Background: an optimization exercise with open tools, aiming at small area. Do not read the settings as production practice. Where RTL was checked, it was by simulation tests only, not by an equivalence proof against the original. Power and IR drop assume default switching activity.

==> v26 <==
Design f405_sio, start of the top module:
module f405_sio (
    input  wire        clk,
    input  wire        rst,
    input  wire        cmd_valid,
    output wire        cmd_ready,
    input  wire [39:0] cmd_word,
    output wire        resp_valid,
    output wire [31:0] resp_data,
    output wire [1:0]  resp_err,
    output wire        line_out,
    input  wire        raw_we,
    input  wire [2:0]  raw_ch,
    input  wire [15:0] raw_data,
    input  wire        scan_done,
    input  wire [2:0]  cfg_fail,
    output wire        scan_ack
);
==> flow/config.mk <==
export PLATFORM = sky130hd
export DESIGN_NAME = f405_sio
export DESIGN_NICKNAME = f405_sio
export VERILOG_FILES = /design/flow/design.v
export SDC_FILE = /design/flow/constraint.sdc
export NUM_CORES = 4
export LEC_CHECK = 0
export ABC_AREA = 1
export CAP_MARGIN = 20
export CORE_MARGIN = 2
export CORE_UTILIZATION = 85
export PLACE_DENSITY = 0.9
export SLEW_MARGIN = 20
==> flow/constraint.sdc <==
create_clock -name core_clock -period 12.0 [get_ports {clk}]
set_input_delay 2.4000 -clock core_clock [delete_from_list [all_inputs] [get_ports {clk}]]
set_output_delay 2.4000 -clock core_clock [all_outputs]
set_load 0.01 [all_outputs]
standard.sh (not shown) runs the stock make flow with config.mk's settings and CLKGATE_MAP_FILE= SYNTH_SCRIPT=/design/flow/synth_recipe.tcl, a recipe that flattens the netlist after the stock synthesis.
==> flow/flow/run.sh <==
#!/bin/bash
# The standard layout, with a leaner clock tree: no dummy loads and
# sink clusters of up to 16 flip-flops per clkbuf_8 leaf buffer.
set -euo pipefail
export CTS_ARGS="-sink_clustering_enable -repair_clock_nets -dont_use_dummy_load -buf_list sky130_fd_sc_hd__clkbuf_8 -sink_clustering_size 18 -sink_clustering_max_diameter 50"
bash standard.sh > standard_make.log 2>&1
==> v30 (differences from v26) <==
--- a/flow/design.v
+++ b/flow/design.v
@@ -152,25 +152,17 @@
     wire        hzero  = tdone & ~H[0];
     wire [4:0]  bitn1  = bitn + 5'd1;
     wire        pb_cur = bitn[4]  ? L[0] : bitn[3]  ? L[2] : L[1];
     wire        pb_nxt = bitn1[4] ? L[0] : bitn1[3] ? L[2] : L[1];
     wire        b_cur  = is_idx ? pb_cur : L[23];
     wire        b_nxt  = is_idx ? pb_nxt : L[22];
-    wire        lastb  = (bitn == 5'd23);
-    wire        bsel   = (st == S_TXL) ? b_nxt : b_cur;
     wire [11:0] t1h    = tab[53:42];
     wire [11:0] t0h    = {1'b0, tab[53:43]};
-    wire [11:0] thv    = bsel ? t1h : t0h;
-    wire [11:0] tlv    = bsel ? tab[29:18] : tab[41:30];
-    wire        h_fr   = (st == S_TXS) | (st == S_TXH) | (st == S_TXL);
-    wire        h_ld   = (st == S_ZERO) | (st == S_ACQ0) | (st == S_MDI) | (st == S_RD0) |
-                         ((st == S_SLP0) & H[31] & (|H[30:0])) |
-                         (st == S_TXS) | (((st == S_TXH) | (st == S_TXL)) & tdone);
-    wire        h_shr  = (st == S_MUL) | (st == S_SHR) | (st == S_ADD);
-    wire [17:0] tsel   = {18{tv & h_fr}} & ((st == S_TXH) ? {6'd0, tlv} :
-                                     ((st == S_TXL) & lastb) ? tab[17:0] : {6'd0, thv});
+    wire [11:0] th_cur = b_cur ? t1h : t0h;
+    wire [11:0] th_nxt = b_nxt ? t1h : t0h;
+    wire [11:0] tl_cur = b_cur ? tab[29:18] : tab[41:30];
     wire rv = (st == S_RESP) | (st == S_CTEN) | (st == S_ACQI) |
               (st == S_BADCH) | (st == S_ILL) |
               (((st == S_SLP1) | (st == S_TXG)) & hzero);
     assign resp_valid = rv;
     assign resp_err   = {st == S_BADCH, st == S_ILL};
     assign resp_data  = {H[31:3], (st == S_ACQI) ? cfg_fail : H[2:0]};
@@ -263,13 +255,13 @@
                     end
                 end
                 S_TXS: begin line <= 1'b1; st <= S_TXH; end
                 S_TXH: if (tdone) begin line <= 1'b0; st <= S_TXL; end
                 S_TXL: begin
                     if (tdone) begin
-                        if (lastb) begin
+                        if (bitn == 5'd23) begin
                             mask <= 1'b0;
                             st   <= S_TXG;
                         end else begin
                             line <= 1'b1;
                             st   <= S_TXH;
                         end
@@ -297,22 +289,31 @@
         else if (st == S_DIV)
             L <= {L[30:0], q};
         else if (st == S_TXL && tdone && !is_idx)
             L <= {L[30:0], 1'b0};
         if (accept)
             H <= cmd_word[31:0];
-        else if (h_ld)
-            H <= {14'd0, tsel};
-        else if (st == S_SNAP)
-            H <= cnt;
-        else if (h_shr)
-            H <= {sum[32] | ((st == S_ADD) & ss), sum[31:1]};
-        else if (st == S_DIV)
-            H <= {H[30:0], L[31]};
-        else
-            H <= sum[31:0];
+        else begin
+            case (st)
+                S_ZERO, S_ACQ0, S_MDI, S_RD0: H <= 32'd0;
+                S_SNAP:       H <= cnt;
+                S_MUL, S_SHR: H <= sum[32:1];
+                S_ADD:        H <= {ss, sum[31:1]};
+                S_DIV:        H <= {H[30:0], L[31]};
+                S_RDW, S_RDS: if (rd_acc) H <= sum[31:0];
+                S_SLP0:       if (H[31] & (|H[30:0])) H <= 32'd0;
+                S_SLP1:       H <= sum[31:0];
+                S_TXS:        H <= {20'd0, th_cur & {12{tv}}};
+                S_TXH:        H <= tdone ? {20'd0, tl_cur & {12{tv}}} : sum[31:0];
+                S_TXL:        H <= tdone ? ((bitn == 5'd23) ? {14'd0, tab[17:0] & {18{tv}}}
+                                                            : {20'd0, th_nxt & {12{tv}}})
+                                         : sum[31:0];
+                S_TXG:        H <= sum[31:0];
+                default: ;
+            endcase
+        end
         if (st == S_SNAP)
             cy <= 1'b0;
         else if (st == S_ADD)
             cy <= sc;
         case (st)
             S_MDI:  begin R <= 17'd0; mcnt <= 6'd0; end
==> flow/run.sh (new file) <==
#!/bin/bash
# synth_recipe.tcl (not shown) runs the flow's synth.tcl, then flattens the netlist and writes it again
# the make line also repeats each setting of config.mk as NAME=value (left out here)
make -C /OpenROAD-flow-scripts/flow DESIGN_CONFIG=/design/flow/config.mk WORK_HOME=/design/flow/orfs CLKGATE_MAP_FILE= SYNTH_SCRIPT=/design/flow/synth_recipe.tcl finish
CORE_UTILIZATION = 70   (was 85)
CTS_BUF_LIST = sky130_fd_sc_hd__clkbuf_8   (was unset)
CTS_CLUSTER_SIZE = 24   (was unset)
PLACE_DENSITY = unset   (was 0.9)
removed: flow/flow/run.sh
removed: flow/standard.sh
==> v19 (differences from v26) <==
==> flow/flow/run.sh (replaced) <==
#!/bin/bash
# The standard layout, with a leaner clock tree: no dummy loads and
# sink clusters of up to 16 flip-flops per clkbuf_8 leaf buffer.
set -euo pipefail
export CTS_ARGS="-sink_clustering_enable -repair_clock_nets -dont_use_dummy_load -buf_list sky130_fd_sc_hd__clkbuf_8 -sink_clustering_size 16 -sink_clustering_max_diameter 60"
bash standard.sh > standard_make.log 2>&1
CORE_UTILIZATION = 70   (was 85)
PLACE_DENSITY = unset   (was 0.9)
==> comparison <==
v19 produced a clean layout. v30 ran to the end with no violations. v26 ended with an error in global routing. Against v30, the hold slack of v19 is better by 23 ps. Of v30 and v19, v30 has the higher combinational power (gap about 6%, measured against v19). Cell area: v19 is lower than v30 (7.1%). In v26 the synthesized cell count is lower than in v30, by about 0.3%. Utilization: v30 is higher than v19 (5.4 points). In v30 the count of clock-buffer cells in the layout is higher than in v19, by 295. Between v30 and v19, the lower maximum frequency is in v19 (gap 0.46%, measured against v19). Against v19, the power of v30 is larger by 23%. Sequential power is about the same in v19 and v30. Of v19 and v30, v30 has the higher via count (gap 8.4%, measured against v30).
==> figures <==
quantity                                                            v30                        v26             v19
Result of the run                                        finished clean  aborted with a tool error  finished clean
Failing step                                                          -             global routing               -
Latest clock arrival within the worst-skew pair                  990 ps                          -          870 ps
Starting density of the core                                      70.7%                      85.6%           70.4%
Cell area after synthesis                                    70800 um^2                 70200 um^2      70200 um^2
Share of total power in combinational logic                        6.9%                          -            8.0%
VDD IR-drop max                                                0.200 mV                          -        0.179 mV
Overall die width                                                322 um                     291 um          321 um
Final worst setup slack                                         6070 ps                          -         6040 ps
Net count reported at finish                                       5732                          -            5506
Number of remaining DRC errors                                        0                          -               0
Area enclosed by the die boundary                           104000 um^2                          -     103000 um^2
Fraction of area in clock buffers and inverters                   9.91%                          -           3.70%
Leading cell type in the layout, fill and taps excluded         dfxtp_1                          -         dfxtp_1
Headroom to the max-slew limit                                    25.5%                          -           28.8%
Ratio of layout area to synthesized area                         1.145x                          -          1.072x
Fraction of power spent switching nets                            24.3%                          -           23.5%
Non-clock inverter total of the final layout                        322                          -             311
Drt first pass iters                                                  5                          -               6
Min-Delay Path Depth                                                  0                          -               0
Ratio of total power to cell area                           235 nW/um^2                          -     206 nW/um^2
Core Util, Final                                                  80.9%                          -           75.4%
Only the layout flow was run in v30; the RTL was not checked for function there.

static timing again, ports no longer ideal:
In the flow no input, the clock included, has a driving cell. The finished layouts below were timed again as built, in two steps.
Step 1, drivers: a clkbuf_16 drives clk and a buf_2 each remaining input, both assumed.
Step 2 moves the port delays by t, midway between the first and last clock arrival at a register: inputs arrive t later, outputs are due t later. That takes back most of the time a late clock gives input paths.
a / b / c = no drivers / after step 1 / after step 2; a / b = the first two.
run	shift t [ns]	setup slack, ns	worst register clock-pin slew, ns	pins driven straight from the clock port
v30	1.011	6.068 / 6.034 / 6.034	0.08 / 0.08	1
v19	0.898	6.041 / 6.013 / 6.013	0.11 / 0.11	1
After both steps every run listed still meets setup and hold. For v30, which loses most, drivers alone change the setup slack by -0.034 ns; drivers and shift together by -0.034 ns.
